This is an optimization exercise on Yosys and OpenROAD, whose aim is small area, a short achievable clock period and few clock cycles per item, not a production implementation.
The RTL was checked by simulation tests, not by an equivalence proof against the original design.
No activity file was given, so power comes from the tool's default toggle rates.

== old ==
Design irb_rng, start of the top module:
module irb_rng (
    input  wire         clk,
    input  wire         rst,           
    input  wire         cmd_valid,
    output wire         cmd_ready,
    input  wire [31:0]  cmd_word,
    input  wire [127:0] seed_in,
    input  wire [128:0] a_in,          
    input  wire [128:0] b_in,          
    input  wire [31:0]  cnt_in,
    input  wire [511:0] h_in,
    output reg          res_valid,
    output reg  [3:0]   res_op,
    output reg  [127:0] res_value,
    output wire [31:0]  status
);
    localparam [3:0] OP_NEXT    = 4'h6;
    localparam [3:0] OP_RSTREAM = 4'h7;
    localparam [3:0] OP_RHASH   = 4'h8;
    localparam [3:0] C_OK       = 4'd0;
    localparam [3:0] C_PARAM    = 4'd1;
    localparam [3:0] C_UNSEEDED = 4'd3;
    localparam [3:0] C_ILLEGAL  = 4'd4;
    reg         rdy;
    reg         seeded;
    reg [3:0]   st_code;
    reg         st_depr;
    reg         st_len;      
    reg         st_draw;     
    reg         st_hash;     
    reg         nx_go;       
    reg         is_hash;
    reg [255:0] w;           
    reg [6:0]   p;           
    reg         refill;      
    reg [7:0]   s;           
    reg [7:0]   nb;          
    reg         enforce;
    reg [128:0] a_q;         
    reg [128:0] d_q;         
    reg         bneg;        
    reg [31:0]  cnt_left;
    reg [511:0] h_q;
    reg [9:0]   hcnt;
    reg [128:0] x;           
    reg         v3, l3;
    assign cmd_ready = rdy;
    assign status    = {26'd0, seeded, st_depr, st_code};
    genvar gi;
    wire [3:0]  opc      = cmd_word[31:28];
    wire [10:0] n_imm    = cmd_word[10:0];
    wire dec_seed    = (opc == 4'h5) && (cmd_word[27:0]  == 28'd0);
    wire dec_next    = (opc == 4'h6) && (cmd_word[27:12] == 16'd0);
    wire dec_rstream = (opc == 4'h7) && (cmd_word[27:0]  == 28'd0);
    wire dec_rhash   = (opc == 4'h8) && (cmd_word[27:0]  == 28'd0);
    wire next_bad_n  = (n_imm == 11'd0) || (n_imm > 11'd128);
  ...
Size: about 11000 cells after synthesis, about 1100 I/O pins.
make LEC_CHECK=0 CAP_MARGIN=20 CORE_MARGIN=2 CORE_UTILIZATION=40 SETUP_SLACK_MARGIN=4 SLEW_MARGIN=20 finish   # period 8.0 ns
run.sh (not shown) runs the stock make flow with config.mk's settings and CLKGATE_MAP_FILE= SYNTH_SCRIPT=/design/flow/synth_recipe.tcl, a recipe that flattens the netlist after the stock synthesis.
Testbench counts of old, summed over its fixed seeds: cycles 20,753, items 15,011.
Here is what was changed in the inputs of new compared with old.
--- a/flow/design.v
+++ b/flow/design.v
@@ -133,50 +133,47 @@
         for (mi = 0; mi < 128; mi = mi + 1) begin
             dmask[mi] = (mi < nb);
             dtop[mi]  = (mi == nb - 1);
         end
     end
     wire [127:0] drawn = sh0 & dmask;
     wire draw = nx_go | st_draw;
     wire         ge;                                  
     wire [127:0] sum0, sum1;
     irb_carry #(129, 8) u_ge (.a(x), .b(~{1'b0, d_q[127:0]}), .co(ge));
-    irb_add #(128) u_sum0 (.a(x[127:0]), .b(a_q[127:0]), .ci(1'b0), .s(sum0), .co());
-    wire [127:0] a_k  = is_hash ? 128'd0 : a_q[127:0];
     wire [127:0] nd   = ~d_q[127:0];
-    wire [127:0] k_x  = a_k ^ nd;
-    wire [127:0] k_o  = a_k | nd;
-    wire [127:0] k_a  = a_k & nd;
+    irb_add #(128) u_sum0 (.a(x[127:0]), .b(st_hash ? nd : a_q[127:0]), .ci(1'b0), .s(sum0), .co());
+    wire [127:0] k_x  = a_q[127:0] ^ nd;
+    wire [127:0] k_o  = a_q[127:0] | nd;
+    wire [127:0] k_a  = a_q[127:0] & nd;
     wire [127:0] cs_s = x[127:0] ^ k_x;
     wire [127:0] cs_c = (x[127:0] & k_o) | k_a;
     irb_add #(128) u_sum1 (.a(cs_s), .b({cs_c[126:0], 1'b0}), .ci(1'b0), .s(sum1), .co());
-    wire [127:0] red  = ge ? sum1 : x[127:0];        
+    wire [127:0] red  = ge ? sum0 : x[127:0];        
     always @(posedge clk) begin
         res_valid <= 1'b0;
         v3        <= 1'b0;
         nx_go     <= 1'b0;
         if (rst) begin
             rdy     <= 1'b1;
             seeded  <= 1'b0;
             st_code <= C_OK;
             st_depr <= 1'b0;
             refill  <= 1'b0;
             st_len  <= 1'b0;
             st_draw <= 1'b0;
             st_hash <= 1'b0;
         end else begin
             if (rdy) begin
                 a_q      <= a_in;
                 d_q      <= diff;
                 bneg     <= b_in[128];
-                cnt_left <= cnt_in;
-                h_q      <= h_in;
             end
             if (accept && dec_seed) begin
                 w[255:128] <= seed_in;
                 p          <= 7'd0;
                 refill     <= 1'b1;
             end else if (refill || (draw && s[7])) begin
                 w          <= {gen, w[255:128]};
                 refill     <= 1'b0;
                 if (draw) p <= s[6:0];
             end else if (draw) begin
@@ -208,71 +205,67 @@
                     rdy     <= 1'b0;
                 end else begin
                     st_code <= C_ILLEGAL;
                 end
             end
             if (st_len) begin
                 st_len  <= 1'b0;
                 st_depr <= is_hash;
                 nb      <= dlen;
                 s       <= p1 + {1'b0, dtop_i};
-                hcnt    <= 10'd511;
                 if (bad) begin
                     st_code <= C_PARAM;
                     rdy     <= 1'b1;
                 end else if (!is_hash && !seeded) begin
                     st_code <= C_UNSEEDED;
                     rdy     <= 1'b1;
                 end else if (!is_hash && cnt_left == 32'd0) begin
                     st_code <= C_OK;
                     rdy     <= 1'b1;
                 end else begin
                     st_code <= C_OK;
                     st_draw <= !is_hash;
                     st_hash <= is_hash;
                 end
             end
-            if (st_len || st_hash)
-                h_q <= {h_q[510:0], 1'b0};
             if (st_draw) begin
-                cnt_left <= cnt_left - 32'd1;
                 v3       <= 1'b1;
-                l3       <= (cnt_left == 32'd1);
-                if (cnt_left == 32'd1)
+                l3       <= (cnt_left == 32'd0);
+                if (cnt_left == 32'd0)
                     st_draw <= 1'b0;
             end
             if (st_hash) begin
-                hcnt <= hcnt - 10'd1;
                 if (hcnt == 10'd0) begin
                     st_hash <= 1'b0;
                     v3      <= 1'b1;
                     l3      <= 1'b1;
                 end
             end
             if (nx_go) begin
                 res_valid <= 1'b1;
                 res_op    <= OP_NEXT;
                 rdy       <= 1'b1;
             end
             if (v3) begin
                 res_valid <= 1'b1;
                 res_op    <= is_hash ? OP_RHASH : OP_RSTREAM;
                 if (l3)
                     rdy <= 1'b1;
             end
         end
     end
     always @(posedge clk) begin
-        if (st_len)
-            x <= {128'd0, h_q[511]};
-        else if (st_hash)
-            x <= (hcnt == 10'd0) ? {1'b0, red} : {red, h_q[511]};
+        h_q <= rdy ? h_in : {h_q[510:0], 1'b0};
+        cnt_left <= rdy ? cnt_in : cnt_left - 32'd1;
+        hcnt     <= st_len ? 10'd510 : hcnt - 10'd1;
+        if (st_len | st_hash)
+            x <= {red & {128{~st_len}}, h_q[511]};
         else
             x <= {1'b0, drawn};
         res_value <= nx_go ? (drawn | (enforce ? dtop : 128'd0)) : (ge ? sum1 : sum0);
     end
 endmodule
 module irb_add #(parameter N = 128, parameter L = 7) (
     input  wire [N-1:0] a,
     input  wire [N-1:0] b,
     input  wire         ci,
     output wire [N-1:0] s,
==> comparison <==
- | die area | lower: new |
- Switching share of power, old and new, higher one = old.
- Clock skew is lower on old
- On area occupied by multi-input gates: new sits below old.
- new does worse than old on worst hold-check slack.
- Between old and new, share of the cycle needed by the critical path after routing decreased.
- Compared with old, new shows a higher fraction of synthesized area in multiplexers.
- Higher wire length of the first global-routing pass goes to old over new.
- Relative to old, clock-buffer cell count increased by 13 in new.
- On new: sequential share of layout area is 3.4 points lower than what old gave.
- Going from old to new, post-layout instance count excluding filler cells dropped 1195, setup slack increased by 0.43 ns relative to the old numbers.
Testbench counts of new, summed over its fixed seeds: cycles 20,753, items 15,011.

[afterwards: timing with drivers on the ports]
No port has a modelled driver above. Below, the same layouts with a new extraction and two added sets of constraints. Step 1 sets driving cells, clkbuf_16 on the clock port and buf_2 on the other inputs (assumed; they add their load-dependent delay and slew). Step 2 adds t to the input delays and takes it off the output delays; t is the mean of the earliest and latest rising clock arrival at the registers after step 1. Input paths then give back, and output paths get back, about the clock's delay inside the block. Three values: no drivers, after step 1, after step 2; two values: the first two.
run | t (ns) | setup WS [ns] | clock arrival spread, ns
old | 0.939 | 2.696 / 2.696 / 2.241 | 0.070 / 0.070
new | 0.944 | 3.130 / 3.130 / 2.735 | 0.074 / 0.075
After both steps every run listed still meets setup and hold. The setup slack of old, which loses most, moves by 0.000 ns with the drivers and by -0.455 ns with both steps.
